Background: an optimization exercise with open tools, aiming at small area, a short achievable clock period and few clock cycles. Do not read the settings as production practice.
The RTL was checked by simulation tests, not by an equivalence proof against the original design.
Power figures rest on the tool's default switching activity, not on a simulated workload.

==> flow/design.v <==
module aec_dec (
    input  wire        clk,
    input  wire        rst,           
    input  wire        start,         
    input  wire        preset_sel,    
    input  wire [15:0] in_len,        
    input  wire [19:0] in_bits,       
    input  wire [15:0] out_cap,       
    output wire [15:0] in_addr,
    input  wire [7:0]  in_rdata,
    output wire [15:0] out_raddr,
    input  wire [7:0]  out_rdata,
    output reg         out_we,
    output wire [15:0] out_waddr,
    output reg  [7:0]  out_wdata,
    output reg         busy,
    output reg         done,
    output wire        complete,
    output reg  [2:0]  stop_reason,
    output wire [15:0] out_len,
    output wire [19:0] out_bits
);
    localparam [1:0] CS_ALPHA = 2'd0, CS_NUM = 2'd1, CS_DELTA = 2'd2;
    localparam [2:0] SR_TERM = 3'd1, SR_TRUNC = 3'd2, SR_RSVD = 3'd3,
                     SR_BADREF = 3'd4, SR_FULL = 3'd5, SR_MAGIC = 3'd6;
    localparam [4:0]
        M_IDLE   = 5'd0,
        M_MAGIC  = 5'd1,
        M_TOK    = 5'd2,    
        M_SYMV   = 5'd3,    
        M_NUMV   = 5'd4,    
        M_P1SH   = 5'd5,    
        M_NIBSEL = 5'd6,    
        M_TSEL   = 5'd7,    
        M_CNT    = 5'd8,    
        M_DCHK   = 5'd9,    
        M_COPY   = 5'd10,   
        M_NIB    = 5'd11,   
        M_HYPH   = 5'd12,   
        M_BYTE   = 5'd13,   
        M_TCHK   = 5'd14,   
        M_TCH    = 5'd15,   
        M_UNI    = 5'd16,   
        M_DLT2   = 5'd17,   
        M_UTF    = 5'd18,   
        M_SEQ    = 5'd19,   
        M_FIN    = 5'd20,   
        M_DF     = 5'd21,   
        M_RPT    = 5'd22;   
    localparam [2:0] P_DM = 3'd0, P_DD = 3'd1, P_RPT = 3'd2, P_HEX = 3'd3,
                     P_BIN = 3'd4, P_TREM = 3'd5;
    function [8:0] vdec;
        input [7:0] c;
        begin
            casez (c)
            8'b00??????: vdec = {5'd0,  4'd2};
            8'b010?????: vdec = {5'd1,  4'd3};
            8'b011?????: vdec = {5'd2,  4'd3};
            8'b1000????: vdec = {5'd3,  4'd4};
            8'b1001????: vdec = {5'd4,  4'd4};
            8'b1010????: vdec = {5'd5,  4'd4};
            8'b1011????: vdec = {5'd6,  4'd4};
            8'b1100????: vdec = {5'd7,  4'd4};
            8'b11010???: vdec = {5'd8,  4'd5};
            8'b11011???: vdec = {5'd9,  4'd5};
            8'b111000??: vdec = {5'd10, 4'd6};
            8'b111001??: vdec = {5'd11, 4'd6};
            8'b111010??: vdec = {5'd12, 4'd6};
            8'b1110110?: vdec = {5'd13, 4'd7};
            8'b1110111?: vdec = {5'd14, 4'd7};
            8'b1111000?: vdec = {5'd15, 4'd7};
            8'b1111001?: vdec = {5'd16, 4'd7};
            8'b1111010?: vdec = {5'd17, 4'd7};
            8'b11110110: vdec = {5'd18, 4'd8};
            8'b11110111: vdec = {5'd19, 4'd8};
            8'b11111000: vdec = {5'd20, 4'd8};
            8'b11111001: vdec = {5'd21, 4'd8};
            8'b11111010: vdec = {5'd22, 4'd8};
            8'b11111011: vdec = {5'd23, 4'd8};
            8'b11111100: vdec = {5'd24, 4'd8};
            8'b11111101: vdec = {5'd25, 4'd8};
            8'b11111110: vdec = {5'd26, 4'd8};
            default:     vdec = {5'd27, 4'd8};
            endcase
        end
    endfunction
    function [5:0] vlen4;
        input [7:0] c;
        begin
            casez (c)
            8'b00??????: vlen4 = 6'd6;
            8'b01??????: vlen4 = 6'd7;
            8'b10??????: vlen4 = 6'd8;
            8'b1100????: vlen4 = 6'd8;
            8'b1101????: vlen4 = 6'd9;
            8'b11100???: vlen4 = 6'd10;
            8'b111010??: vlen4 = 6'd10;
            8'b111011??: vlen4 = 6'd11;
            8'b111100??: vlen4 = 6'd11;
            8'b1111010?: vlen4 = 6'd11;
            default:     vlen4 = 6'd12;
            endcase
        end
    endfunction
    function le22;
        input [4:0] i;
        begin
            case (i)
            5'd23, 5'd24, 5'd25, 5'd26, 5'd27, 5'd28, 5'd29, 5'd30, 5'd31: le22 = 1'b0;
            default: le22 = 1'b1;
            endcase
        end
    endfunction
    function is_fq;               
        input [4:0] i;
        begin
            is_fq = (i == 5'd23) || (i == 5'd24) || (i == 5'd25);
        end
    endfunction
    function [2:0] num_sq;        
        input [4:0] i;
        begin
            case (i[1:0])
            2'b11:   num_sq = 3'd3;    
            2'b00:   num_sq = 3'd4;    
            default: num_sq = 3'd5;    
            endcase
        end
    endfunction
    function is_sfq;              
        input [4:0] i;
        begin
            is_sfq = (i == 5'd25) || (i == 5'd26) || (i == 5'd27);
        end
    endfunction
    function [2:0] sym_sq;        
        input [4:0] i;
        begin
            case (i[1:0])
            2'b01:   sym_sq = 3'd0;    
            2'b10:   sym_sq = 3'd1;    
            default: sym_sq = 3'd2;    
            endcase
        end
    endfunction
    function [7:0] alpha_char;    
        input [4:0] i;
        begin
            case (i)
            5'd1:  alpha_char = 8'h20;
            5'd2:  alpha_char = "e";  5'd3:  alpha_char = "t";
            5'd4:  alpha_char = "a";  5'd5:  alpha_char = "o";
            5'd6:  alpha_char = "i";  5'd7:  alpha_char = "n";
            5'd8:  alpha_char = "s";  5'd9:  alpha_char = "r";
            5'd10: alpha_char = "l";  5'd11: alpha_char = "c";
            5'd12: alpha_char = "d";  5'd13: alpha_char = "h";
            5'd14: alpha_char = "u";  5'd15: alpha_char = "p";
            5'd16: alpha_char = "m";  5'd17: alpha_char = "b";
            5'd18: alpha_char = "g";  5'd19: alpha_char = "w";
            5'd20: alpha_char = "f";  5'd21: alpha_char = "y";
            5'd22: alpha_char = "v";  5'd23: alpha_char = "k";
            5'd24: alpha_char = "q";  5'd25: alpha_char = "j";
            5'd26: alpha_char = "x";  5'd27: alpha_char = "z";
            default: alpha_char = 8'h00;
            endcase
        end
    endfunction
    function [7:0] sym_char;      
        input [4:0] i;
        begin
            case (i)
            5'd0:  sym_char = 8'h22;  5'd1:  sym_char = 8'h7B;
            5'd2:  sym_char = 8'h7D;  5'd3:  sym_char = 8'h5F;
            5'd4:  sym_char = 8'h3C;  5'd5:  sym_char = 8'h3E;
            5'd6:  sym_char = 8'h3A;  5'd7:  sym_char = 8'h0A;
            5'd8:  sym_char = 8'h0D;
            5'd9:  sym_char = 8'h5B;  5'd10: sym_char = 8'h5D;
            5'd11: sym_char = 8'h5C;  5'd12: sym_char = 8'h3B;
            5'd13: sym_char = 8'h27;  5'd14: sym_char = 8'h09;
            5'd15: sym_char = 8'h40;  5'd16: sym_char = 8'h2A;
            5'd17: sym_char = 8'h26;  5'd18: sym_char = 8'h3F;
            5'd19: sym_char = 8'h21;  5'd20: sym_char = 8'h5E;
            5'd21: sym_char = 8'h7C;  5'd22: sym_char = 8'h0D;
            5'd23: sym_char = 8'h7E;  5'd24: sym_char = 8'h60;
            5'd25: sym_char = 8'h22;  5'd26: sym_char = 8'h22;
            default: sym_char = 8'h3C;
            endcase
        end
    endfunction
    function [7:0] num_char;      
        input [4:0] i;
        begin
            case (i)
            5'd1:  num_char = 8'h2C;  5'd2:  num_char = 8'h2E;
            5'd3:  num_char = 8'h30;  5'd4:  num_char = 8'h31;
            5'd5:  num_char = 8'h39;  5'd6:  num_char = 8'h32;
            5'd7:  num_char = 8'h35;  5'd8:  num_char = 8'h2D;
            5'd9:  num_char = 8'h2F;  5'd10: num_char = 8'h33;
            5'd11: num_char = 8'h34;  5'd12: num_char = 8'h36;
            5'd13: num_char = 8'h37;  5'd14: num_char = 8'h38;
            5'd15: num_char = 8'h28;  5'd16: num_char = 8'h29;
            5'd17: num_char = 8'h20;  5'd18: num_char = 8'h3D;
            5'd19: num_char = 8'h2B;  5'd20: num_char = 8'h24;
            5'd21: num_char = 8'h25;  5'd22: num_char = 8'h23;
            5'd23: num_char = 8'h3D;  5'd24: num_char = 8'h22;
            5'd25: num_char = 8'h3A;
            default: num_char = 8'h00;
            endcase
        end
    endfunction
    function is_digit;
        input [4:0] i;
        begin
            case (i)
            5'd3, 5'd4, 5'd5, 5'd6, 5'd7, 5'd10, 5'd11, 5'd12, 5'd13, 5'd14: is_digit = 1'b1;
            default: is_digit = 1'b0;
            endcase
        end
    endfunction
    function [7:0] seq_byte;
        input [2:0] s;
        input [1:0] j;
        begin
            case ({s, j})
            {3'd0, 2'd1}: seq_byte = 8'h3A;  {3'd0, 2'd2}: seq_byte = 8'h20;
            {3'd0, 2'd3}: seq_byte = 8'h22;
            {3'd1, 2'd1}: seq_byte = 8'h3A;  {3'd1, 2'd2}: seq_byte = 8'h20;
            {3'd2, 2'd1}: seq_byte = 8'h2F;
            {3'd3, 2'd1}: seq_byte = 8'h22;
            {3'd4, 2'd1}: seq_byte = 8'h3A;  {3'd4, 2'd2}: seq_byte = 8'h22;
            {3'd5, 2'd1}: seq_byte = 8'h2F;  {3'd5, 2'd2}: seq_byte = 8'h2F;
            default:      seq_byte = 8'h0A;
            endcase
        end
    endfunction
    function [1:0] seq_last;
        input [2:0] s;
        begin
            case (s)
            3'd0: seq_last = 2'd3;
            3'd1, 3'd4, 3'd5: seq_last = 2'd2;
            default: seq_last = 2'd1;
            endcase
        end
    endfunction
    function [4:0] tmpl_len;
        input [2:0] t;
        begin
            case (t)
            3'd0: tmpl_len = 5'd24;
            3'd1: tmpl_len = 5'd10;
            3'd2: tmpl_len = 5'd14;
            3'd3: tmpl_len = 5'd8;
            default: tmpl_len = 5'd0;
            endcase
        end
    endfunction
    function [7:0] tmpl_char;
        input [2:0] t;
        input [4:0] k;
        reg [191:0] s;
        begin
            case (t)
            3'd0: s = "tfff-of-tfTtf:rf:rf.fffZ";
            3'd1: s = {"tfff-of-tf", 112'd0};
            3'd2: s = {"(fff) fff-ffff", 80'd0};
            default: s = {"tf:rf:rf", 128'd0};
            endcase
            tmpl_char = s[191 - 8*k -: 8];
        end
    endfunction
    function [2:0] ph_width;
        input [7:0] c;
        begin
            case (c)
            "f", "F": ph_width = 3'd4;
            "r":      ph_width = 3'd3;
            "t":      ph_width = 3'd2;
            "o":      ph_width = 3'd1;
            default:  ph_width = 3'd0;
            endcase
        end
    endfunction
    function [7:0] hex_char;
        input [3:0] v;
        input       upper;
        begin
            case (v)
            4'd0: hex_char = 8'h30;  4'd1: hex_char = 8'h31;
            4'd2: hex_char = 8'h32;  4'd3: hex_char = 8'h33;
            4'd4: hex_char = 8'h34;  4'd5: hex_char = 8'h35;
            4'd6: hex_char = 8'h36;  4'd7: hex_char = 8'h37;
            4'd8: hex_char = 8'h38;  4'd9: hex_char = 8'h39;
            4'd10: hex_char = {2'b01, ~upper, 5'h01};
            4'd11: hex_char = {2'b01, ~upper, 5'h02};
            4'd12: hex_char = {2'b01, ~upper, 5'h03};
            4'd13: hex_char = {2'b01, ~upper, 5'h04};
            4'd14: hex_char = {2'b01, ~upper, 5'h05};
            default: hex_char = {2'b01, ~upper, 5'h06};
            endcase
        end
    endfunction
    function [7:0] upcase;        
        input [7:0] c;
        begin
            upcase = {c[7:6], 1'b0, c[4:0]};
        end
    endfunction
    reg [4:0]  mode;
    reg        preset;
    reg [1:0]  cs;
    reg        all_upper;
    reg [20:0] prev_cp;
    reg [39:0] WW;          
    wire [31:0] W = WW[39:8];
    reg [5:0]  wv;          
    reg [19:0] rb;          
    reg [15:0] fa;          
    reg        pend;        
    reg [2:0]  pad;         
    reg [19:0] tok;         
    reg [15:0] olen;        
    reg [15:0] wp;          
    reg [15:0] room;        
    reg        cpend;       
    reg [2:0]  cpur;        
    reg [21:0] acc;         
    reg [2:0]  dstep;       
    reg [15:0] src;         
    reg        mbig;        
    reg        cv;          
    reg        dsign;
    reg        uni;
    reg [1:0]  ei;
    reg [2:0]  sq;
    reg [1:0]  si;
    reg        hex_upper;
    reg        is_guid;
    reg [2:0]  tsel;
    reg [4:0]  tk;
    reg [7:0]  tch;         
    wire [6:0]  wsub = {1'b0, wv} + {4'd0, pad} + {2'b00, pend, 3'b000};
    wire [19:0] pos  = {1'b0, fa, 3'b000} - {13'd0, wsub};
    assign in_addr   = busy ? fa : 16'd0;
    assign out_raddr = src;
    assign out_len   = olen;
    assign out_waddr = wp;
    assign out_bits  = tok;
    assign complete  = (stop_reason == SR_TERM);
    wire eos   = (rb == 20'd0);
    wire wfits = (room[15:1] != 15'd0) || (room[0] && !out_we);
    reg [40:0] wth;
    integer ti;
    always @* begin
        for (ti = 0; ti <= 40; ti = ti + 1)
            wth[ti] = (wv >= ti);
    end
    wire [8:0] V0 = vdec(W[31:24]);
    wire [8:0] V1 = vdec(W[27:20]);
    wire [4:0] v0i = V0[8:4];
    wire [3:0] v0l = V0[3:0];
    wire [4:0] v1i = V1[8:4];
    wire [5:0] v1l4 = vlen4(W[27:20]);
    wire       v0z = (W[31:30] == 2'b00);
    wire       v1z = (W[27:26] == 2'b00);
    wire       v1one = (W[27:25] == 3'b010);
    reg  [2:0]  cs_s;
    reg  [15:0] cs_f;
    reg  [4:0]  cs_n;
    always @* begin
        casez (W[31:28])
        4'b0???: begin cs_s = 3'd0; cs_f = {14'd0, W[30:29]}; cs_n = 5'd3;  end
        4'b10??: begin cs_s = 3'd1; cs_f = {12'd0, W[29:26]}; cs_n = 5'd6;  end
        4'b110?: begin cs_s = 3'd2; cs_f = {9'd0,  W[28:22]}; cs_n = 5'd10; end
        4'b1110: begin cs_s = 3'd3; cs_f = {5'd0,  W[27:17]}; cs_n = 5'd15; end
        default: begin cs_s = 3'd4; cs_f = W[27:12];          cs_n = 5'd20; end
        endcase
    end
    reg [16:0] cs_base;
    always @* begin
        case ({cpur == P_DM || cpur == P_DD, cpur == P_RPT, cs_s})
        {2'b10, 3'd0}: cs_base = 17'd5;
        {2'b10, 3'd1}: cs_base = 17'd9;
        {2'b10, 3'd2}: cs_base = 17'd25;
        {2'b10, 3'd3}: cs_base = 17'd153;
        {2'b10, 3'd4}: cs_base = 17'd2201;
        {2'b01, 3'd0}: cs_base = 17'd4;
        {2'b01, 3'd1}: cs_base = 17'd8;
        {2'b01, 3'd2}: cs_base = 17'd24;
        {2'b01, 3'd3}: cs_base = 17'd152;
        {2'b01, 3'd4}: cs_base = 17'd2200;
        {2'b00, 3'd1}: cs_base = 17'd4;
        {2'b00, 3'd2}: cs_base = 17'd20;
        {2'b00, 3'd3}: cs_base = 17'd148;
        {2'b00, 3'd4}: cs_base = 17'd2196;
        default:       cs_base = 17'd0;
        endcase
    end
    wire [16:0] cs_val  = {1'b0, cs_f} + cs_base;
    wire        cs_zero = (W[31:29] == 3'b000);
    reg  [2:0]  ds_s;
    reg         ds_sign;
    reg  [20:0] ds_f;
    reg  [4:0]  ds_n;
    always @* begin
        casez (W[31:27])
        5'b0????: begin ds_s = 3'd0; ds_sign = W[30]; ds_f = {15'd0, W[29:24]}; ds_n = 5'd8;  end
        5'b10???: begin ds_s = 3'd1; ds_sign = W[29]; ds_f = {9'd0,  W[28:17]}; ds_n = 5'd15; end
        5'b110??: begin ds_s = 3'd2; ds_sign = W[28]; ds_f = {7'd0,  W[27:14]}; ds_n = 5'd18; end
        5'b1110?: begin ds_s = 3'd3; ds_sign = W[27]; ds_f = {5'd0,  W[26:11]}; ds_n = 5'd21; end
        5'b11110: begin ds_s = 3'd4; ds_sign = W[26]; ds_f = 21'd0;             ds_n = 5'd6;  end
        default:  begin ds_s = 3'd5; ds_sign = 1'b0;  ds_f = 21'd0;             ds_n = 5'd5;  end
        endcase
    end
    reg [21:0] d_base;
    always @* begin
        case (dstep)
        3'd1: d_base = 22'd64;
        3'd2: d_base = 22'd4160;
        3'd3: d_base = 22'd20544;
        3'd4: d_base = 22'd86080;
        default: d_base = 22'd0;
        endcase
    end
    wire [20:0] cp_base = uni ? 21'd0 : prev_cp;
    wire [22:0] cp_r    = {2'b00, cp_base}
                        + ({1'b0, d_base} ^ {23{dsign}})
                        + ({2'b00, acc[20:0]} ^ {23{dsign}})
                        + {21'd0, dsign, 1'b0};
    wire        cp_bad  = cp_r[22] | (!dsign & cp_r[21]);
    wire [20:0] cp      = cp_r[20:0];
    wire [2:0] tpw = ph_width(tch);
    always @(posedge clk) begin : seq
        reg        e_en;
        reg [7:0]  e_b;
        reg        x_en;
        reg [2:0]  x_reason;
        reg        c_en;         
        reg [5:0]  need;         
        reg [5:0]  nhi;          
        reg        stall;
        reg        trunc;
        reg [4:0]  k;            
        reg        rd;           
        reg        zr;
        reg [3:0]  ab;
        reg [39:0] wt;
        reg        take;
        e_en = 1'b0;  e_b = 8'd0;
        x_en = 1'b0;  x_reason = 3'd0;
        c_en = 1'b0;
        need = 6'd0;  k = 5'd0;  rd = 1'b0;
        case (mode)
        M_TOK: begin
            rd = 1'b1;
            if (cs == CS_DELTA) begin
                if (ds_s != 3'd5) need = {1'b0, ds_n};
                else case (W[26:25])
                    2'b01: need = 6'd9;
                    2'b00: need = preset ? 6'd7 : (W[24:23] == 2'b11) ? 6'd10 : 6'd9;
                    default: need = 6'd7;
                endcase
            end else if (!v0z) begin
                need = {2'b00, v0l};
            end else if (preset) begin
                need = 6'd2;
            end else begin
                casez (W[29:27])
                3'b00?: need = (cs == CS_NUM || all_upper) ? 6'd4 :
                               !v1z ? v1l4 :
                               (W[25:24] == 2'b11) ? 6'd9 : 6'd8;
                3'b01?: need = v1l4;
                3'b10?: need = v1z ? 6'd6 : v1l4;
                default: need = 6'd5;
                endcase
            end
        end
        M_SYMV, M_NUMV, M_P1SH: begin rd = 1'b1; need = {2'b00, v0l}; end
        M_NIBSEL: begin
            rd = 1'b1;
            casez (W[31:27])
            5'b0????: need = 6'd1;
            5'b10???: need = 6'd2;
            5'b110??: need = 6'd3;
            5'b1110?: need = 6'd4;
            default:  need = 6'd5;
            endcase
        end
        M_TSEL: begin
            rd = 1'b1;
            casez (W[31:28])
            4'b0???: need = 6'd1;
            4'b10??: need = 6'd2;
            4'b110?: need = 6'd3;
            default: need = 6'd4;
            endcase
        end
        M_CNT:  begin rd = 1'b1; need = {1'b0, cs_n}; end
        M_UNI:  begin rd = 1'b1; need = {1'b0, ds_n}; end
        M_NIB:  begin rd = 1'b1; need = 6'd4; end
        M_DF:   begin rd = 1'b1; need = 6'd21; end
        M_BYTE: begin rd = 1'b1; need = 6'd8; end
        M_TCH:  begin rd = 1'b1; need = {3'b000, tpw}; end
        default: ;
        endcase
        case (mode)
        M_TOK:    nhi = (cs == CS_DELTA) ? 6'd21 : preset ? 6'd8 : 6'd12;
        M_SYMV, M_NUMV, M_P1SH, M_BYTE: nhi = 6'd8;
        M_NIBSEL: nhi = 6'd5;
        M_TSEL, M_NIB: nhi = 6'd4;
        M_CNT:    nhi = 6'd20;
        M_UNI, M_DF: nhi = 6'd21;
        M_TCH:    nhi = {3'b000, tpw};
        default:  nhi = 6'd0;
        endcase
        stall = rd && !eos && !wth[nhi];
        trunc = rd && eos && !wth[need];
        if (mode == M_TOK)
            tok <= pos;
        if (!stall) begin
            case (mode)
            M_IDLE: begin
                if (start) begin
                    preset      <= preset_sel;
                    rb          <= (in_bits < {1'b0, in_len, 3'b000}) ? in_bits
                                                                     : {1'b0, in_len, 3'b000};
                    room        <= out_cap;
                    cpend       <= 1'b0;
                    pad         <= 3'd0;
                    tok         <= 20'd0;
                    olen        <= 16'd0;
                    wp          <= 16'd0;
                    cs          <= CS_ALPHA;
                    all_upper   <= 1'b0;
                    prev_cp     <= 21'd0;
                    busy        <= 1'b1;
                    done        <= 1'b0;
                    stop_reason <= 3'd0;
                    mode        <= M_MAGIC;
                end
            end
            M_MAGIC: begin
                k = 5'd1;
                mode <= M_TOK;
                if (eos) begin
                    x_en = 1'b1; x_reason = SR_TRUNC;
                end else if (!in_rdata[7]) begin
                    x_en = 1'b1; x_reason = SR_MAGIC;
                end
            end
            M_TOK: begin
                if (cs == CS_DELTA) begin
                    if (ds_s != 3'd5) begin
                        k = ds_n;
                        acc <= {1'b0, ds_f}; dstep <= ds_s; dsign <= ds_sign; uni <= 1'b0;
                        mode <= (ds_s == 3'd4) ? M_DF : M_DLT2;
                    end else begin
                        case (W[26:25])
                        2'b01: begin
                            k = 5'd9;
                            e_en = 1'b1;
                            case (W[24:23])
                            2'd0: e_b = 8'h20;
                            2'd1: e_b = 8'h2C;
                            2'd2: e_b = 8'h2E;
                            default: e_b = 8'h0A;
                            endcase
                            c_en = 1'b1;
                        end
                        2'b10: begin k = 5'd7; mode <= M_FIN; end           
                        2'b11: begin x_en = 1'b1; x_reason = SR_RSVD; end
                        default: begin
                            if (preset) begin
                                k = 5'd7; cs <= CS_ALPHA; c_en = 1'b1;      
                            end else begin
                                casez (W[24:22])
                                3'b00?: begin k = 5'd9; cs <= CS_ALPHA; c_en = 1'b1; end
                                3'b01?: begin k = 5'd9; mode <= M_SYMV; end
                                3'b10?: begin k = 5'd9; mode <= M_NUMV; end
                                3'b110: begin k = 5'd10; cpur <= P_DM; mode <= M_CNT; end
                                default: begin x_en = 1'b1; x_reason = SR_RSVD; end
                                endcase
                            end
                        end
                        endcase
                    end
                end else if (!v0z) begin
                    k = {1'b0, v0l};
                    if (cs == CS_ALPHA) begin
                        e_en = 1'b1;
                        e_b  = (v0i != 5'd1 && all_upper) ? upcase(alpha_char(v0i))
                                                          : alpha_char(v0i);
                        c_en = 1'b1;
                    end else begin
                        e_en = le22(v0i) || is_fq(v0i);
                        e_b  = num_char(v0i);
                        if (le22(v0i)) begin
                            if (is_digit(v0i)) cs <= CS_NUM;
                            c_en = 1'b1;
                        end else if (is_fq(v0i)) begin
                            sq <= num_sq(v0i); si <= 2'd1; mode <= M_SEQ;
                        end else if (v0i == 5'd26) begin
                            cpur <= P_RPT; mode <= M_CNT;
                        end else
                            mode <= M_FIN;                                  
                    end
                end else if (preset) begin
                    zr = !W[29] && wth[3] && !W[28] && wth[4] &&
                         (all_upper || (!W[27] && wth[5] && !W[26] && wth[6]));
                    if (zr) begin
                        k = all_upper ? 5'd4 : 5'd6; mode <= M_FIN;
                    end else if (all_upper) begin
                        k = 5'd2; all_upper <= 1'b0; c_en = 1'b1;          
                    end else begin
                        k = 5'd2; mode <= M_P1SH;
                    end
                end else begin
                    casez (W[29:27])
                    3'b00?: begin
                        if (cs == CS_NUM) begin
                            k = 5'd4; cs <= CS_ALPHA; c_en = 1'b1;         
                        end else if (all_upper) begin
                            k = 5'd4; all_upper <= 1'b0; c_en = 1'b1;      
                        end else if (!v1z && !v1one) begin
                            k = v1l4[4:0];
                            e_en = 1'b1; e_b = upcase(alpha_char(v1i));
                            c_en = 1'b1;
                        end else if (v1one) begin
                            k = 5'd7; cs <= CS_DELTA; c_en = 1'b1;         
                        end else if (W[25:24] == 2'b00) begin
                            k = 5'd8; all_upper <= 1'b1; c_en = 1'b1;      
                        end else begin
                            x_en = 1'b1; x_reason = SR_RSVD;
                        end
                    end
                    3'b01?: begin
                        k = v1l4[4:0];
                        e_en = 1'b1; e_b = sym_char(v1i);
                        if (v1i == 5'd8) begin
                            sq <= 3'd6; si <= 2'd1; mode <= M_SEQ;
                        end else if (is_sfq(v1i)) begin
                            sq <= sym_sq(v1i); si <= 2'd1; mode <= M_SEQ;
                        end else
                            c_en = 1'b1;
                    end
                    3'b10?: begin
                        if (v1z) begin
                            k = 5'd6; mode <= M_NIBSEL;
                        end else begin
                            k = v1l4[4:0];
                            e_en = le22(v1i) || is_fq(v1i);
                            e_b  = num_char(v1i);
                            if (le22(v1i)) begin
                                if (is_digit(v1i)) cs <= CS_NUM;
                                c_en = 1'b1;
                            end else if (is_fq(v1i)) begin
                                sq <= num_sq(v1i); si <= 2'd1; mode <= M_SEQ;
                            end else if (v1i == 5'd26) begin
                                cpur <= P_RPT; mode <= M_CNT;
                            end else
                                mode <= M_FIN;                              
                        end
                    end
                    3'b110: begin k = 5'd5; cpur <= P_DM; mode <= M_CNT; end
                    default: begin k = 5'd5; mode <= M_UNI; end
                    endcase
                end
            end
            M_P1SH: begin
                k = {1'b0, v0l};
                c_en = 1'b1;
                if (!v0z && v0i != 5'd1) begin
                    e_en = 1'b1; e_b = upcase(alpha_char(v0i));
                end else if (!v0z)
                    cs <= CS_DELTA;                                         
                else
                    all_upper <= 1'b1;                                      
            end
            M_SYMV: begin
                k = {1'b0, v0l};
                e_en = 1'b1; e_b = sym_char(v0i);
                if (v0i == 5'd8) begin
                    sq <= 3'd6; si <= 2'd1; mode <= M_SEQ;
                end else if (is_sfq(v0i)) begin
                    sq <= sym_sq(v0i); si <= 2'd1; mode <= M_SEQ;
                end else
                    c_en = 1'b1;
            end
            M_NUMV: begin
                k = {1'b0, v0l};
                if (v0z)
                    mode <= M_NIBSEL;
                else begin
                    e_en = le22(v0i) || is_fq(v0i);
                    e_b  = num_char(v0i);
                    if (le22(v0i)) begin
                        if (is_digit(v0i)) cs <= CS_NUM;
                        c_en = 1'b1;
                    end else if (is_fq(v0i)) begin
                        sq <= num_sq(v0i); si <= 2'd1; mode <= M_SEQ;
                    end else if (v0i == 5'd26) begin
                        cpur <= P_RPT; mode <= M_CNT;
                    end else
                        mode <= M_FIN;                                      
                end
            end
            M_NIBSEL: begin
                k = need[4:0];
                casez (W[31:27])
                5'b0????: mode <= M_TSEL;
                5'b10???: begin hex_upper <= 1'b0; cpur <= P_HEX; mode <= M_CNT; end
                5'b110??: begin hex_upper <= 1'b0; is_guid <= 1'b1; tk <= 5'd0; mode <= M_NIB; end
                5'b1110?: begin hex_upper <= 1'b1; cpur <= P_HEX; mode <= M_CNT; end
                5'b11110: begin hex_upper <= 1'b1; is_guid <= 1'b1; tk <= 5'd0; mode <= M_NIB; end
                default:  begin cpur <= P_BIN; mode <= M_CNT; end
                endcase
            end
            M_TSEL: begin
                k = need[4:0];
                casez (W[31:28])
                4'b0???: tsel <= 3'd0;
                4'b10??: tsel <= 3'd1;
                4'b110?: tsel <= 3'd2;
                4'b1110: tsel <= 3'd3;
                default: tsel <= 3'd4;
                endcase
                cpur <= P_TREM; mode <= M_CNT;
            end
            M_CNT: begin
                k = cs_n;
                case (cpur)
                P_DM: begin
                    src <= cs_val[15:0]; mbig <= cs_val[16];
                    cpur <= P_DD;
                end
                P_DD: begin
                    acc <= {5'd0, cs_val}; mode <= M_DCHK;
                end
                P_RPT: begin
                    if (olen == 16'd0) begin
                        x_en = 1'b1; x_reason = SR_BADREF;
                    end else begin
                        acc <= {5'd0, cs_val}; mode <= M_RPT;
                    end
                end
                P_HEX: begin
                    acc <= {5'd0, cs_val}; is_guid <= 1'b0;
                    if (cs_zero) c_en = 1'b1; else mode <= M_NIB;
                end
                P_BIN: begin
                    acc <= {5'd0, cs_val};
                    if (cs_zero) c_en = 1'b1; else mode <= M_BYTE;
                end
                default: begin
                    acc <= {5'd0, cs_val}; mode <= M_TCHK;
                end
                endcase
            end
            M_DCHK: begin
                if (mbig || acc[16:0] > {1'b0, olen} || {1'b0, src} > acc[16:0]) begin
                    x_en = 1'b1; x_reason = SR_BADREF;
                end else begin
                    src <= olen - acc[15:0];
                    acc <= {6'd0, src};
                    cv <= 1'b0; mode <= M_COPY;
                end
            end
            M_RPT: begin
                e_en = 1'b1; e_b = out_wdata;
                acc <= acc - 22'd1;
                if (acc[16:0] == 17'd1) c_en = 1'b1;
            end
            M_COPY: begin
                src <= src + 16'd1;
                cv <= 1'b1;
                if (cv) begin
                    e_en = 1'b1; e_b = out_rdata;
                    acc <= acc - 22'd1;
                    if (acc[16:0] == 17'd1) c_en = 1'b1;
                end
            end
            M_NIB: begin
                k = 5'd4;
                e_en = 1'b1; e_b = hex_char(W[31:28], hex_upper);
                if (is_guid) begin
                    tk <= tk + 5'd1;
                    if (tk == 5'd31)
                        c_en = 1'b1;
                    else if (tk == 5'd7 || tk == 5'd11 || tk == 5'd15 || tk == 5'd19)
                        mode <= M_HYPH;
                end else begin
                    acc <= acc - 22'd1;
                    if (acc[16:0] == 17'd1) c_en = 1'b1;
                end
            end
            M_HYPH: begin
                e_en = 1'b1; e_b = 8'h2D; mode <= M_NIB;
            end
            M_BYTE: begin
                k = 5'd8;
                e_en = 1'b1; e_b = W[31:24];
                acc <= acc - 22'd1;
                if (acc[16:0] == 17'd1) c_en = 1'b1;
            end
            M_TCHK: begin
                if (tmpl_len(tsel) == 5'd0 || acc[16:0] > {12'd0, tmpl_len(tsel)}) begin
                    x_en = 1'b1; x_reason = SR_RSVD;
                end else if (acc[4:0] == tmpl_len(tsel))
                    c_en = 1'b1;
                else begin
                    acc <= {17'd0, tmpl_len(tsel) - acc[4:0]};
                    tk <= 5'd0;
                    tch <= tmpl_char(tsel, 5'd0);
                    mode <= M_TCH;
                end
            end
            M_TCH: begin
                k = {2'b00, tpw};
                e_en = 1'b1;
                if (tpw == 3'd0)       e_b = tch;
                else if (tch == "f")   e_b = hex_char(W[31:28], 1'b0);
                else if (tch == "F")   e_b = hex_char(W[31:28], 1'b1);
                else if (tpw == 3'd3)  e_b = {5'b00110, W[31:29]};
                else if (tpw == 3'd2)  e_b = {6'b001100, W[31:30]};
                else                   e_b = {7'b0011000, W[31]};
                tk <= tk + 5'd1;
                tch <= tmpl_char(tsel, tk + 5'd1);
                acc <= acc - 22'd1;
                if (acc[4:0] == 5'd1) c_en = 1'b1;
            end
            M_UNI: begin
                if (ds_s == 3'd5) begin
                    x_en = 1'b1; x_reason = SR_RSVD;
                end else begin
                    k = ds_n;
                    acc <= {1'b0, ds_f}; dstep <= ds_s; dsign <= ds_sign; uni <= 1'b1;
                    mode <= (ds_s == 3'd4) ? M_DF : M_DLT2;
                end
            end
            M_DF: begin
                k = 5'd21;
                acc <= {1'b0, W[31:11]};
                mode <= M_DLT2;
            end
            M_DLT2: begin
                if (cp_bad) begin
                    x_en = 1'b1; x_reason = SR_RSVD;
                end else begin
                    prev_cp <= cp;
                    e_en = 1'b1;
                    if (cp[20:7] == 14'd0) begin
                        e_b = {1'b0, cp[6:0]}; c_en = 1'b1;
                    end else if (cp[20:11] == 10'd0) begin
                        e_b = {3'b110, cp[10:6]}; ei <= 2'd0; mode <= M_UTF;
                    end else if (cp[20:16] == 5'd0) begin
                        e_b = {4'b1110, cp[15:12]}; ei <= 2'd1; mode <= M_UTF;
                    end else begin
                        e_b = {5'b11110, cp[20:18]}; ei <= 2'd2; mode <= M_UTF;
                    end
                end
            end
            M_UTF: begin
                e_en = 1'b1;
                case (ei)
                2'd0:    e_b = {2'b10, prev_cp[5:0]};
                2'd1:    e_b = {2'b10, prev_cp[11:6]};
                default: e_b = {2'b10, prev_cp[17:12]};
                endcase
                ei <= ei - 2'd1;
                if (ei == 2'd0) c_en = 1'b1;
            end
            M_SEQ: begin
                e_en = 1'b1; e_b = seq_byte(sq, si);
                si <= si + 2'd1;
                if (si == seq_last(sq)) c_en = 1'b1;
            end
            M_FIN: begin
                x_en = 1'b1; x_reason = SR_TERM;
            end
            default: mode <= M_IDLE;
            endcase
        end
        if (c_en) begin
            if (e_en && !wfits) begin
                x_en = 1'b1; x_reason = SR_FULL;
            end else
                mode <= M_TOK;
        end
        if (trunc) begin
            x_en = 1'b1; x_reason = SR_TRUNC;
        end
        if (cpend && mode != M_IDLE)
            olen <= wp + {15'd0, out_we};
        if (mode != M_IDLE) begin
            cpend <= c_en && !x_en;
            wp    <= wp + {15'd0, out_we};
        end
        out_we <= e_en && wfits && !x_en;
        if (e_en)
            out_wdata <= e_b;
        if (out_we && mode != M_IDLE)
            room <= room - 16'd1;
        ab = !pend ? 4'd0 : (rb[19:3] != 17'd0) ? 4'd8 : {1'b0, rb[2:0]};
        wt = WW;
        if (ab != 4'd0) wt = WW | ({in_rdata, 32'd0} >> wv);    
        take = pend ? (!wth[25] && (rb[19:4] != 16'd0 || (rb[3] && rb[2:0] != 3'd0)))
                    : (!wth[33] && !eos);
        if (mode == M_IDLE) begin
            WW   <= 40'd0;
            wv   <= 6'd0;
            fa   <= start ? 16'd1 : 16'd0;
            pend <= start;
        end else begin
            WW    <= wt << k;
            wv    <= wv + {2'b00, ab} - {1'b0, k};
            rb    <= rb - {16'd0, ab};
            if (pend && !ab[3]) pad <= 3'd0 - ab[2:0];
            fa    <= fa + {15'd0, take};
            pend  <= take;
        end
        if (x_en) begin
            busy        <= 1'b0;
            done        <= 1'b1;
            stop_reason <= x_reason;
            if (x_reason == SR_TERM) tok <= pos;
            mode        <= M_IDLE;
        end
        if (rst) begin
            mode        <= M_IDLE;
            busy        <= 1'b0;
            done        <= 1'b0;
            stop_reason <= 3'd0;
            olen        <= 16'd0;
            tok         <= 20'd0;
            out_we      <= 1'b0;
            cpend       <= 1'b0;
            fa          <= 16'd0;
            pend        <= 1'b0;
            WW          <= 40'd0;
            wv          <= 6'd0;
        end
    end
endmodule
==> flow/run.sh <==
#!/bin/bash
# synth_recipe.tcl (not shown) runs the flow's synth.tcl, then flattens the netlist and writes it again
# the make line also repeats each setting of config.mk as NAME=value (left out here)
make -C /OpenROAD-flow-scripts/flow DESIGN_CONFIG=/design/flow/config.mk WORK_HOME=/design/flow/orfs CLKGATE_MAP_FILE= SYNTH_SCRIPT=/design/flow/synth_recipe.tcl finish
==> flow/config.mk <==
export PLATFORM = sky130hd
export DESIGN_NAME = aec_dec
export DESIGN_NICKNAME = aec_dec
export VERILOG_FILES = /design/flow/design.v
export SDC_FILE = /design/flow/constraint.sdc
export NUM_CORES = 4
export LEC_CHECK = 0
export CAP_MARGIN = 20
export CORE_MARGIN = 2
export CORE_UTILIZATION = 40
export SETUP_SLACK_MARGIN = 5
export SLEW_MARGIN = 20
==> flow/constraint.sdc <==
create_clock -name core_clock -period 10.0 [get_ports {clk}]
set_input_delay 2.0000 -clock core_clock [delete_from_list [all_inputs] [get_ports {clk}]]
set_output_delay 2.0000 -clock core_clock [all_outputs]
set_load 0.01 [all_outputs]
==> metrics.csv, run 1 <==
stage;metric;value;unit
placement;gpl congestion;1.083;
clocking;TritonCTS clock tree;done;
worst_setup_path;Worst path top cell family by delay;simple AND/OR/NAND/NOR gates;
logic_synthesis;Net Count, Synth;4307;
grt;first-pass GRT wire length;198500;um
timing;Peak Freq;0.2021;GHz
flow_run;Max Cap Viol;0;
finish;Layout Area Growth over Synthesis;20.92;%
timing;Final Slew Violations;0;
power_and_ir_drop;Leak;13.96;nW
worst_setup_path;reg-to-reg slack, setup;5.05;ns
power_and_ir_drop;Comb pwr share;71.8;%
timing;Fin. Hold Viols;0;
placement;Port Buffers;170;
grt;gr ovfl total;0;
min_path;hold-critical path depth;1;
logic_synthesis;top_reg_cell synth;edfxtp_1;
clocking;CTS H-tree depth;2;
grt;initial antenna violation count;6;
placement;pre-CTS setup slack;3.088;ns
routing;ANT nets after route;0;
floorplanning;initial core utilization;40.43;%
power_and_ir_drop;Clk pwr share;11.2;%
power_and_ir_drop;Worst VDD drop;0.0002271;V
timing;final-report setup violation count;0;
floorplanning;die footprint;77460;um2
worst_setup_path;Critical-path top delay cell;nor4_4;
clocking;Max Root-Sink Buffers;3;
logic_synthesis;Yosys top cell area share;15.56;%
worst_setup_path;max incr delay on CP;0.40;ns
floorplanning;core area;74450;um2
power_and_ir_drop;Sw Pwr;6.650;mW
clocking;root buf cell;clkbuf_16;
finish;commonest non-fill, non-tap cell in the layout;nor2_1;
routing;Avg WL per Cell;26.23;um
worst_setup_path;endpoint class of the critical path;flop;
finish;share of layout cells above drive strength 1;13.62;%
routing;Pre-antenna DRT Iters;10;
logic_synthesis;syn_area_per_cell;7.497;um2
grt;vias in the first global route;30770;
placement;post-DP HPWL;100200;um
power_and_ir_drop;overall power;12.45;mW
logic_synthesis;register area share after synthesis;23.54;%
logic_synthesis;Post-synth EDFFs;156;
clocking;clock sink total;276;
timing;shortest period the worst path allows;4.949;ns
timing;worst setup margin;5.051;ns
run_status;status;timing/DRC/antenna clean;
worst_setup_path;Worst Path Arrival;5.17;ns
worst_setup_path;crit path kind;flop to flop;
worst_setup_path;crit path cell chain;buf_6 -> clkinv_4 -> ha_4 -> inv_1 -> a31oi_2 -> nor4_4 -> nand2_2 -> and3_4 -> inv_2 -> ha_2 -> a21oi_1 -> o21ai_2 -> buf_4 -> nand2b_1 -> a21boi_0 -> o21ai_1 -> nand2_1 -> nor3_1;
finish;most frequent cells in the layout;428 x nor2_1, 380 x nand2_1, 289 x a21oi_1;
floorplanning;die width;278.3;um
routing;Remaining DRCs;0;
worst_setup_path;worst path bufs/invs;5;
clocking;worst-skew pair later-pin latency;0.59;ns
logic_synthesis;synth warn;1;
worst_setup_path;reg2reg end;si[1]$_DFFE_PP_;
timing;Fin Setup TNS;0;ns
worst_setup_path;R2R depth;18;
min_path;Worst Hold End;pad[0]$_DFF_P_;
power_and_ir_drop;Pint;5.798;mW
min_path;Hold WC Path Type;flop to flop;
logic_synthesis;Mapped Cells;4015;
routing;Vias;33700;
power_and_ir_drop;sequential power share;17.0;%
clocking;Clk pin slew, worst setup/hold paths;0.06;ns
worst_setup_path;CP Data Required Time;10.22;ns
floorplanning;Vert. Die Dim;278.3;um
clocking;hold buffers post-CTS;0;
routing;Post-Route WL;135100;um
grt;largest net degree at the start of global routing;57;
grt;overall routing resource usage;33.20;%
timing;RSZ-0062 raised after global routing;yes;
timing;headroom to the max-slew limit;15.76;%
logic_synthesis;Yosys cell types;99;
logic_synthesis;Synth area leaders;edfxtp_1 16%, ha_1 8.5%, dfxtp_1 8.0%;
worst_setup_path;crit start category;flop;
floorplanning;row count;100;
finish;final net count;4443;
logic_synthesis;Async SR Flop Fraction;0;%
timing;clk_skew;0.02768;ns
clocking;CTS buffer count;36;
logic_synthesis;Mapped Area;30100;um2
routing;via/cell ratio;6.539;
power_and_ir_drop;Net Sw Frac;53.42;%
routing;DR iter-0 viols;5128;
worst_setup_path;worst-path maximum fanout;28;
timing;Least-Margin Pin Slew;1.254;ns
worst_setup_path;RR Startpoint;WW[37]$_SDFF_PP0_;
min_path;Worst Min Path Start;pad[0]$_DFF_P_;
logic_synthesis;Yosys reg bits;276;
timing;Hold WS;0.4872;ns
floorplanning;# IOs;171;
logic_synthesis;cell taking the most area after synthesis;edfxtp_1;
timing;crit share post-route;49.49;%
power_and_ir_drop;pwr dens;342.0;nW/um2
-- synth_stat cells, drive strengths merged (10+ instances only) --
| library cell | number |
|---|---|
| mux2 | 27 |
| a21oi | 311 |
| a221o | 13 |
| and2 | 57 |
| o22ai | 32 |
| ha | 205 |
| edfxtp | 156 |
| nor4 | 41 |
| a2111oi | 18 |
| xnor2 | 120 |
| fa | 15 |
| nor3 | 116 |
| a211o | 14 |
| a22o | 15 |
| a22oi | 78 |
| xor2 | 69 |
| a21boi | 10 |
| a311oi | 12 |
| or3 | 34 |
| or4 | 14 |
| o21ai | 272 |
| a211oi | 69 |
| mux2i | 80 |
| nand3 | 115 |
| nor3b | 20 |
| o21bai | 19 |
| nor2b | 59 |
| o32ai | 10 |
| and3 | 40 |
| inv | 172 |
| nand2b | 52 |
| a31oi | 78 |
| a21o | 59 |
| o31ai | 27 |
| o211ai | 40 |
| nand2 | 392 |
| buf | 53 |
| nor2 | 448 |
| dfxtp | 120 |
| nand4 | 41 |
| clkbuf | 222 |
| o221ai | 41 |
| o21a | 28 |
| or2 | 17 |
| a221oi | 36 |
-- power groups by stage --
stage / registers [mW] / logic [mW] / clock network, mW
floorplan: 1.93 / 5.42 / 0
global placement: 2.14 / 7.61 / 0
detailed placement: 2.14 / 7.58 / 0
CTS: 2.09 / 8.11 / 1.42
global route: 2.14 / 9.56 / 1.46
finish: 2.11 / 8.94 / 1.40
-- area by class of cell --
cell class / count / area, um2
diodes: 5 / 12.51
clock inverters: 19 / 222.7
clock buffers: 47 / 1026
flip-flops and latches: 276 / 7102
repair inverters: 1 / 5.005
well taps: 969 / 1212
inverters: 180 / 745.7
repair buffers: 371 / 3426
fillers: 7316 / 38050
multi-input cells: 3285 / 22650
-- sequential cells by signal, summed over array words and instances, names as in the netlist, 5 cells and up, named ones only --
signal / count
tk: 5
tch: 7
mode: 5
fa: 16
wp: 16
room: 16
rb: 20
prev_cp: 21
acc: 21
olen: 16
WW: 40
src: 16
wv: 6
out_wdata: 8
tok: 20
-- what timing repair did --
action | 4_1_cts | 5_1_grt
buffers inserted | 55 | 50
setup endpoints to repair | 193 | 76
pin swaps | 23 | 59
cloned | 3 | 2
gates resized for setup | 192 | 160
-- routing by layer --
| layer | GRT usage (%) | up-vias | share of wire [%] |
|---|---|---|---|
| met5 | 0 | - | 0.047 |
| met4 | 15.74 | 6 | 5.8 |
| met3 | 7.715 | 463 | 11 |
| met2 | 50.34 | 2208 | 43 |
| met1 | 44.45 | 15900 | 40 |
| li1 | - | 15120 | - |
-- how the worst max path moves through the flow --
stage                               to  slack [ns]  cells after the start               start
floorplan                         flop        5.01                     21     rb[7]$_DFFE_PP_
global placement    mode[4]$_SDFF_PP0_        3.21                     18   WW[31]$_SDFF_PP0_
detailed placement  mode[4]$_SDFF_PP0_        3.09                     18   WW[31]$_SDFF_PP0_
CTS                 mode[4]$_SDFF_PP0_        4.91                     20   WW[32]$_SDFF_PP0_
global route        cpend$_SDFFE_PP0P_        4.95                     21  dstep[2]$_DFFE_PP_
finish                 si[1]$_DFFE_PP_        5.05                     18   WW[37]$_SDFF_PP0_
-- logic make-up (layout without fill, tap and decap cells) --
logic type               after synthesis  after routing  share of synthesized area [%]
AND/OR/NAND/NOR                     1480           1480                          23.31
AO/OA/AOI/OAI                       1281           1282                          28.18
buffers and inverters                455            618                          5.823
flip-flops                           276            276                          23.54
adder cells (fa/ha/maj)              222            222                          9.585
XOR/XNOR                             189            189                          5.499
multiplexers                         112            112                          4.057
other                                  0              5                              0
-- through the flow --
stage	cell area (um2)	std cells	util (%)
2_1_floorplan	30230	4015	-
3_3_place_gp	32760	4971	44.01
3_5_place_dp	32770	4971	44.01
4_1_cts	35250	5095	47.35
5_1_grt	36390	5151	48.88
6_report	36400	5153	48.89
Testbench counts, summed over its fixed seeds: cycles 78,683.
==> run 2, diff against run 1 <==
--- a/flow/config.mk
+++ b/flow/config.mk
@@ -8,5 +8,6 @@
 export CAP_MARGIN = 20
 export CORE_MARGIN = 2
-export CORE_UTILIZATION = 40
+export CORE_UTILIZATION = 55
 export SETUP_SLACK_MARGIN = 5
 export SLEW_MARGIN = 20
+export TNS_END_PERCENT = 5
==> metrics.csv, run 2 <==
stage;metric;value;unit
worst_setup_path;Critical-path top delay cell;clkdlybuf4s50_1;
finish;final net count;4423;
timing;clk_skew;0.02527;ns
timing;Least-Margin Pin Slew;1.140;ns
grt;vias in the first global route;33190;
timing;Fin Setup TNS;0;ns
min_path;hold-critical path depth;2;
clocking;Max Root-Sink Buffers;3;
clocking;clock sink total;276;
logic_synthesis;top_reg_cell synth;edfxtp_1;
floorplanning;die footprint;56620;um2
routing;Pre-antenna DRT Iters;11;
finish;register with the most flip-flops;WW;
clocking;TritonCTS clock tree;done;
finish;commonest non-fill, non-tap cell in the layout;nor2_1;
min_path;Hold WC Path Type;flop to flop;
worst_setup_path;Worst Path Arrival;5.69;ns
worst_setup_path;worst-path maximum fanout;4;
power_and_ir_drop;sequential power share;16.7;%
power_and_ir_drop;overall power;12.74;mW
routing;Vias;35800;
floorplanning;core area;53920;um2
timing;crit share post-route;51.88;%
clocking;worst-skew pair later-pin latency;0.59;ns
routing;Avg WL per Cell;28.69;um
finish;max FFs per register;40;
min_path;Worst Hold End;tok[15]$_SDFF_PP0_;
routing;DR iter-0 viols;6679;
routing;Remaining DRCs;0;
logic_synthesis;syn_area_per_cell;7.497;um2
clocking;root buf cell;clkbuf_16;
logic_synthesis;Net Count, Synth;4307;
logic_synthesis;Yosys cell types;99;
min_path;Worst Min Path Start;tok[15]$_SDFF_PP0_;
timing;shortest period the worst path allows;5.188;ns
finish;Layout Area Growth over Synthesis;18.99;%
logic_synthesis;cell taking the most area after synthesis;edfxtp_1;
power_and_ir_drop;Leak;13.77;nW
clocking;CTS buffer count;34;
routing;via/cell ratio;7.375;
logic_synthesis;count leader, synth;nor2_1;
routing;Post-Route WL;139300;um
logic_synthesis;Mapped Area;30100;um2
grt;initial antenna violation count;7;
grt;gr ovfl total;0;
worst_setup_path;CP Data Required Time;10.50;ns
logic_synthesis;Yosys reg bits;276;
timing;final-report setup violation count;0;
floorplanning;Vert. Die Dim;237.9;um
power_and_ir_drop;Pint;5.824;mW
worst_setup_path;R2R depth;16;
floorplanning;initial core utilization;55.83;%
worst_setup_path;crit start category;input port;
worst_setup_path;reg-to-reg slack, setup;4.89;ns
clocking;Clk pin slew, worst setup/hold paths;0.06;ns
run_status;status;timing/DRC/antenna clean;
power_and_ir_drop;Net Sw Frac;54.28;%
finish;share of layout cells above drive strength 1;13.25;%
power_and_ir_drop;Clk pwr share;10.9;%
logic_synthesis;Yosys top cell area share;15.56;%
worst_setup_path;RR Startpoint;WW[34]$_SDFF_PP0_;
power_and_ir_drop;Worst VDD drop;0.0002841;V
power_and_ir_drop;Sw Pwr;6.914;mW
worst_setup_path;endpoint class of the critical path;flop;
routing;ANT nets after route;0;
timing;Final Slew Violations;0;
grt;overall routing resource usage;46.54;%
clocking;hold buffers post-CTS;0;
placement;Port Buffers;170;
logic_synthesis;register area share after synthesis;23.54;%
floorplanning;row count;85;
flow_run;Max Cap Viol;0;
logic_synthesis;synth warn;1;
logic_synthesis;Async SR Flop Fraction;0;%
worst_setup_path;crit path kind;input port to flop;
timing;Fin. Hold Viols;0;
timing;Peak Freq;0.1927;GHz
worst_setup_path;crit path cell chain;clkdlybuf4s50_1 -> mux2_2 -> a21oi_2 -> a211oi_4 -> nand3_1 -> nand2_1 -> nor3_1 -> or3_1 -> a31o_1 -> mux2_4 -> o22ai_4 -> inv_2 -> ha_1 -> o21a_1 -> a2bb2oi_1;
worst_setup_path;reg2reg end;out_wdata[4]$_SDFFCE_PP0P_;
grt;largest net degree at the start of global routing;60;
logic_synthesis;Synth area leaders;edfxtp_1 16%, ha_1 8.5%, dfxtp_1 8.0%;
logic_synthesis;Post-synth EDFFs;156;
power_and_ir_drop;pwr dens;355.6;nW/um2
floorplanning;die width;237.9;um
floorplanning;# IOs;171;
power_and_ir_drop;Comb pwr share;72.4;%
worst_setup_path;max incr delay on CP;0.63;ns
logic_synthesis;Post-synth top cells;447 x nor2_1, 391 x nand2_1, 310 x a21oi_1, 267 x o21ai_0, 221 x clkbuf_1;
placement;gpl congestion;1.101;
finish;most frequent cells in the layout;430 x nor2_1, 383 x nand2_1, 286 x a21oi_1;
placement;post-DP HPWL;101200;um
clocking;CTS H-tree depth;2;
grt;first-pass GRT wire length;203800;um
timing;headroom to the max-slew limit;23.20;%
timing;RSZ-0062 raised after global routing;yes;
finish;largest registers;WW (40), acc (21), prev_cp (21);
logic_synthesis;Mapped Cells;4015;
==> run 2: cell types whose count changed in the layout (fill, tap and decap cells not counted), moves of 4 or more <==
cell | before | now
o21ai_0 | 250 | 254
nor2_4 | 3 | 8
clkbuf_16 | 40 | 35
o31ai_1 | 21 | 17
diode_2 | 5 | 1
buf_4 | 167 | 155
o31ai_2 | 2 | 6
o21ai_1 | 15 | 11
nor2_2 | 17 | 10
==> run 2: what timing repair did <==
action | 4_1_cts | 5_1_grt
buffers inserted | 54 | 57
endpoints found under the setup margin | 151 | 94
cloned | 3 | 0
gates resized for setup | 202 | 155
pin swaps | 22 | 51
==> run 2: kinds of logic after synthesis <==
group | Yosys count | share of synthesized area, %
compound gates | 1281 | 28.18
xor+xnor | 189 | 5.499
fa+ha+maj | 222 | 9.585
buf+inv | 455 | 5.823
flops | 276 | 23.54
mux | 112 | 4.057
simple gates | 1480 | 23.31
==> run 2: area by class of cell <==
type | count | area (um2)
Antenna cell | 1 | 2.502
Clock buffer | 42 | 932.1
Clock inverter | 20 | 284.0
Fill cell | 4347 | 18100
Inverter | 180 | 764.5
Multi-Input combinational cell | 3284 | 22630
Sequential cell | 276 | 7096
Tap cell | 696 | 870.8
Timing Repair Buffer | 354 | 3236
Timing Repair inverter | 1 | 5.005
==> run 2: worst max-delay path by stage <==
stage                                   from                    endpoint  cells after the start
after CTS                  WW[39]$_SDFF_PP0_            wv[5]$_SDFF_PP0_                     20
after floorplan              rb[7]$_DFFE_PP_                        flop                     21
after global routing      dstep[0]$_DFFE_PP_  out_wdata[3]$_SDFFCE_PP0P_                     21
after global placement     WW[31]$_SDFF_PP0_          mode[4]$_SDFF_PP0_                     18
after detailed placement   WW[31]$_SDFF_PP0_          mode[4]$_SDFF_PP0_                     18
final                            in_rdata[6]                        flop                     15
==> run 2: worst max-delay path: cells and delay by family <==
family                     cells  cell delay (ns)
AOI/OAI and AO/OA              6             1.28
adders and majority gates      1             0.30
buffers and inverters          2             0.70
muxes                          2             0.57
and+or+nand+nor                4             0.84
==> run 2: power groups by stage <==
stage	combinational, mW	sequential (mW)	clock (mW)
6_report	9.22	2.13	1.39
4_1_cts	8.18	2.09	1.38
3_5_place_dp	7.63	2.12	0
5_1_grt	9.69	2.14	1.42
3_3_place_gp	7.52	2.10	0
2_1_floorplan	5.41	1.93	0
==> run 2: stage by stage <==
| stage | hold WS (ns) | instances | instance area, um2 | worst slack [ns] | utilization [%] |
|---|---|---|---|---|---|
| 2_1_floorplan | 0.4424 | 4015 | 30200 | 4.711 | - |
| 3_3_place_gp | 0.4706 | 4677 | 32240 | 3.285 | 59.80 |
| 3_5_place_dp | 0.4920 | 4677 | 32240 | 2.948 | 59.80 |
| 4_1_cts | 0.5079 | 4796 | 34720 | 4.962 | 64.39 |
| 5_1_grt | 0.5558 | 4853 | 35820 | 4.783 | 66.42 |
| 6_report | 0.5188 | 4854 | 35820 | 4.812 | 66.43 |
==> run 2: layer usage <==
metal | global-route usage, % | routed length, um | vias to the layer above
met4 | 25.88 | 10150 | 12
met3 | 14.83 | 20270 | 848
met2 | 70.18 | 58820 | 3127
li1 | - | - | 15070
met5 | 0 | 94 | -
met1 | 58.88 | 49930 | 16740
==> run 3, diff against run 2 <==
--- a/flow/design.v
+++ b/flow/design.v
@@ -365,4 +365,18 @@
     wire       v1z = (W[27:26] == 2'b00);
     wire       v1one = (W[27:25] == 3'b010);
+    reg [4:0] nib_k;
+    always @* begin
+        casez (W[25:21])
+        5'b00???: nib_k = 5'd8;
+        5'b010??: nib_k = 5'd9;
+        5'b0110?: nib_k = 5'd10;
+        5'b01110: nib_k = 5'd11;
+        5'b01111: nib_k = 5'd11;
+        5'b10???: nib_k = 5'd8;
+        5'b110??: nib_k = 5'd9;
+        5'b1110?: nib_k = 5'd10;
+        default:  nib_k = 5'd11;
+        endcase
+    end
     reg  [2:0]  cs_s;
     reg  [15:0] cs_f;
@@ -471,5 +485,5 @@
                                (W[25:24] == 2'b11) ? 6'd9 : 6'd8;
                 3'b01?: need = v1l4;
-                3'b10?: need = v1z ? 6'd6 : v1l4;
+                3'b10?: need = !v1z ? v1l4 : {1'b0, nib_k};
                 default: need = 6'd5;
                 endcase
@@ -505,10 +519,12 @@
         endcase
         case (mode)
-        M_TOK:    nhi = (cs == CS_DELTA) ? 6'd21 : preset ? 6'd8 : 6'd12;
+        M_TOK:    nhi = (cs != CS_DELTA) ? (preset ? 6'd8 : 6'd12) :
+                        (ds_s != 3'd5) ? {1'b0, ds_n} : 6'd10;
         M_SYMV, M_NUMV, M_P1SH, M_BYTE: nhi = 6'd8;
         M_NIBSEL: nhi = 6'd5;
         M_TSEL, M_NIB: nhi = 6'd4;
-        M_CNT:    nhi = 6'd20;
-        M_UNI, M_DF: nhi = 6'd21;
+        M_CNT:    nhi = {1'b0, cs_n};
+        M_UNI:    nhi = {1'b0, ds_n};
+        M_DF:     nhi = 6'd21;
         M_TCH:    nhi = {3'b000, tpw};
         default:  nhi = 6'd0;
@@ -646,5 +662,22 @@
                     3'b10?: begin
                         if (v1z) begin
-                            k = 5'd6; mode <= M_NIBSEL;
+                            k = nib_k;
+                            casez (W[25:21])
+                            5'b0????: begin
+                                cpur <= P_TREM; mode <= M_CNT;
+                                casez (W[24:21])
+                                4'b0???: tsel <= 3'd0;
+                                4'b10??: tsel <= 3'd1;
+                                4'b110?: tsel <= 3'd2;
+                                4'b1110: tsel <= 3'd3;
+                                default: tsel <= 3'd4;
+                                endcase
+                            end
+                            5'b10???: begin hex_upper <= 1'b0; cpur <= P_HEX; mode <= M_CNT; end
+                            5'b110??: begin hex_upper <= 1'b0; is_guid <= 1'b1; tk <= 5'd0; mode <= M_NIB; end
+                            5'b1110?: begin hex_upper <= 1'b1; cpur <= P_HEX; mode <= M_CNT; end
+                            5'b11110: begin hex_upper <= 1'b1; is_guid <= 1'b1; tk <= 5'd0; mode <= M_NIB; end
+                            default:  begin cpur <= P_BIN; mode <= M_CNT; end
+                            endcase
                         end else begin
                             k = v1l4[4:0];
--- a/flow/config.mk
+++ b/flow/config.mk
@@ -8,6 +8,5 @@
 export CAP_MARGIN = 20
 export CORE_MARGIN = 2
-export CORE_UTILIZATION = 55
+export CORE_UTILIZATION = 40
 export SETUP_SLACK_MARGIN = 5
 export SLEW_MARGIN = 20
-export TNS_END_PERCENT = 5
==> metrics.csv, run 3 <==
stage;metric;value;unit
worst_setup_path;max incr delay on CP;0.55;ns
routing;WL met3;14730;um
power_and_ir_drop;Leak;13.94;nW
worst_setup_path;CP Data Required Time;10.46;ns
power_and_ir_drop;pwr dens;311.6;nW/um2
min_path;Hold WC Path Type;flop to flop;
worst_setup_path;RR Startpoint;dstep[0]$_DFFE_PP_;
grt;gr ovfl total;0;
finish;Layout Area Growth over Synthesis;22.26;%
clocking;worst-skew pair later-pin latency;0.61;ns
min_path;Worst Min Path Start;pad[2]$_DFF_P_;
timing;Fin Setup TNS;0;ns
timing;Final Slew Violations;0;
logic_synthesis;Yosys reg bits;276;
flow_run;Max Cap Viol;0;
finish;Ant. Diodes;0;
logic_synthesis;Synth area leaders;edfxtp_1 16%, ha_1 8.5%, dfxtp_1 8.1%;
finish;max FFs per register;40;
logic_synthesis;cell taking the most area after synthesis;edfxtp_1;
timing;headroom to the max-slew limit;25.60;%
power_and_ir_drop;Worst VDD drop;0.0001592;V
logic_synthesis;Async SR Flop Fraction;0;%
logic_synthesis;top_reg_cell synth;edfxtp_1;
timing;Least-Margin Pin Slew;1.104;ns
logic_synthesis;Mapped Cells;3938;
timing;RSZ-0062 raised after global routing;yes;
routing;via/cell ratio;6.591;
timing;shortest period the worst path allows;5.438;ns
placement;post-DP HPWL;97040;um
clocking;hold buffers post-CTS;0;
routing;Pre-antenna DRT Iters;10;
logic_synthesis;count leader, synth;nor2_1;
routing;met2 wire length;58290;um
routing;Top Layer Used;met5;
routing;WL met1;53640;um
routing;Avg WL per Cell;26.50;um
routing;Remaining DRCs;0;
finish;largest registers;WW (40), acc (21), prev_cp (21);
finish;share of layout cells above drive strength 1;13.96;%
floorplanning;die footprint;76730;um2
finish;register with the most flip-flops;WW;
logic_synthesis;Net Count, Synth;4228;
clocking;root buf cell;clkbuf_16;
routing;DR iter-0 viols;4664;
floorplanning;initial core utilization;40.25;%
logic_synthesis;Yosys top cell area share;15.71;%
worst_setup_path;crit path cell chain;nor2_2 -> and2_4 -> nor2_4 -> xnor2_4 -> fa_1 -> inv_2 -> ha_4 -> ha_4 -> buf_4 -> a21oi_1 -> nor2b_1 -> a311o_2 -> a31oi_4 -> xor2_2 -> nand2_1 -> or4_4 -> or3_4 -> o211a_1 -> or3_4 -> o21a_1 -> a32o_1;
logic_synthesis;register area share after synthesis;23.77;%
routing;Vias;33390;
floorplanning;row count;100;
finish;final net count;4358;
grt;initial antenna violation count;3;
clocking;clock sink total;276;
clocking;CTS buffer count;37;
clocking;TritonCTS clock tree;done;
worst_setup_path;CP Launch Point;dstep[0]$_DFFE_PP_;
placement;Port Buffers;170;
floorplanning;die width;277.0;um
timing;crit share post-route;54.38;%
run_status;status;timing/DRC/antenna clean;
floorplanning;# IOs;171;
timing;Fin. Hold Viols;0;
placement;gpl congestion;1.047;
worst_setup_path;Worst Path Arrival;5.90;ns
worst_setup_path;endpoint class of the critical path;flop;
routing;Post-Route WL;134200;um
worst_setup_path;Critical-path top delay cell;fa_1;
grt;vias in the first global route;30730;
routing;ANT nets after route;0;
timing;final-report setup violation count;0;
floorplanning;Vert. Die Dim;277.0;um
logic_synthesis;Post-synth top cells;412 x nor2_1, 367 x nand2_1, 312 x a21oi_1, 277 x o21ai_0, 210 x clkbuf_1;
grt;largest net degree at the start of global routing;50;
worst_setup_path;crit path kind;flop to flop;
clocking;Max Root-Sink Buffers;3;
logic_synthesis;syn_area_per_cell;7.571;um2
clocking;CTS H-tree depth;2;
finish;# fillers;7378;
finish;commonest non-fill, non-tap cell in the layout;nor2_1;
grt;first-pass GRT wire length;197300;um
timing;Hold WS;0.4924;ns
logic_synthesis;Post-synth EDFFs;156;
timing;clk_skew;0.06112;ns
worst_setup_path;worst-path maximum fanout;4;
logic_synthesis;Mapped Area;29810;um2
logic_synthesis;synth warn;1;
floorplanning;core area;74070;um2
timing;Peak Freq;0.1839;GHz
clocking;Clk pin slew, worst setup/hold paths;0.06;ns
logic_synthesis;Yosys cell types;104;
finish;most frequent cells in the layout;398 x nor2_1, 352 x nand2_1, 287 x a21oi_1;
worst_setup_path;crit start category;flop;
grt;overall routing resource usage;32.91;%
[run 3: cell types whose count changed after synthesis, sizes merged, moves of 12 or more]
cell | previous run | this run
nand2 | 392 | 367
clkbuf | 222 | 210
a31oi | 78 | 66
nor2 | 448 | 412
xor2 | 69 | 82
[run 3: worst paths after layout]
check / endpoint / slack (ns) / cells after the start
worst max-delay path: cpend$_SDFFE_PP0P_ / 4.56 / 21
worst min register to register: pad[2]$_DFF_P_ / 0.49 / 2
worst min-delay path: pad[2]$_DFF_P_ / 0.49 / 2
worst max register to register: cpend$_SDFFE_PP0P_ / 4.56 / 21
[run 3: repair_timing]
action,in CTS,in global routing
endpoints found under the setup margin,217,107
buffers inserted,47,58
pin swaps,34,65
gates resized for setup,188,202
gates cloned,3,10
[run 3: cell type report]
| cell class | instances | area (um2) | area share (%) |
|---|---|---|---|
| flip-flops and latches | 276 | 7101 | 19.48 |
| clock buffers | 39 | 964.7 | 2.647 |
| inverters | 187 | 773.2 | 2.121 |
| well taps | 969 | 1212 | 3.326 |
| clock inverters | 29 | 440.4 | 1.208 |
| multi-input cells | 3204 | 22370 | 61.36 |
| repair buffers | 361 | 3587 | 9.842 |
| repair inverters | 1 | 5.005 | 0.01373 |
[run 3: kinds of logic (layout without fill, tap and decap cells)]
logic type      after synthesis  in the layout  synth area share [%]
fa+ha+maj                   220            220                 9.594
buf+inv                     459            617                 5.976
compound gates             1281           1282                 28.46
mux                         117            117                 4.159
flops                       276            276                 23.77
simple gates               1386           1386                 22.20
xor+xnor                    199            199                 5.846
[run 3: where the power goes]
group	leakage (nW)	total, mW	internal (mW)	switching (mW)
sequential	2.52	2.01	1.61	0.404
clock	0.679	1.56	0.967	0.588
combinational	10.7	7.79	2.86	4.93
total	13.9	11.4	5.43	5.93
[run 3: layer usage]
| layer | global-route usage [%] | vias up |
|---|---|---|
| li1 | - | 14820 |
| met2 | 51.24 | 2139 |
| met1 | 43.97 | 15910 |
| met4 | 13.87 | 6 |
| met3 | 7.112 | 522 |
| met5 | 0 | - |
[run 3: through the flow]
step / power (mW) / cell area (um2) / util [%] / setup WS [ns] / instances
after detailed placement: 8.588 / 32300 / 43.60 / 2.917 / 4879
after CTS: 10.57 / 34910 / 47.13 / 4.521 / 4997
final: 11.36 / 36450 / 49.21 / 4.562 / 5066
after global routing: 11.92 / 36450 / 49.21 / 4.430 / 5066
after floorplan: 6.474 / 29910 / - / 4.694 / 3938
after global placement: 8.608 / 32300 / 43.60 / 3.142 / 4879
[run 3: worst max-delay path: cells and delay by family, from the launching register on]
kind | cells | cell delay (ns)
AND/OR/NAND/NOR | 8 | 1.96
AO/OA/AOI/OAI | 6 | 1.39
adder cells (fa/ha/maj) | 3 | 1.02
flip-flops | 1 | 0.40
XOR/XNOR | 2 | 0.34
buffers and inverters | 2 | 0.19
Testbench counts of run 3, summed over its fixed seeds: cycles 77,123.

port drivers added, routing unchanged:
The results above use ideal ports. As a check the final layouts listed here were re-extracted and re-timed, cells and wires unchanged. Step 1 assumes that a clkbuf_16 drives the clock port and a buf_2 every other input. Step 2, shift: input delay + t, output delay - t, t = (earliest + latest rising clock arrival at the registers) / 2. This alone moves slack from input paths to output paths. Slacks: ideal / step 1 / step 2; pairs: ideal / step 1.
| run | t (ns) | setup slack, ns | clock arrival spread, ns | worst register clock-pin slew, ns | worst slew at a driven data input, ns |
|---|---|---|---|---|---|
| run 1 | 0.643 | 5.051 / 5.051 / 4.432 | 0.028 / 0.028 | 0.07 / 0.07 | 0.07 |
| run 2 | 0.631 | 4.812 / 4.797 / 4.166 | 0.025 / 0.026 | 0.07 / 0.07 | 0.07 |
| run 3 | 0.647 | 4.562 / 4.562 / 4.388 | 0.061 / 0.061 | 0.07 / 0.07 | 0.07 |
After both steps setup and hold are still met in every run listed. The setup slack of run 2, which loses most, moves by -0.015 ns with the drivers and by -0.646 ns with both steps.
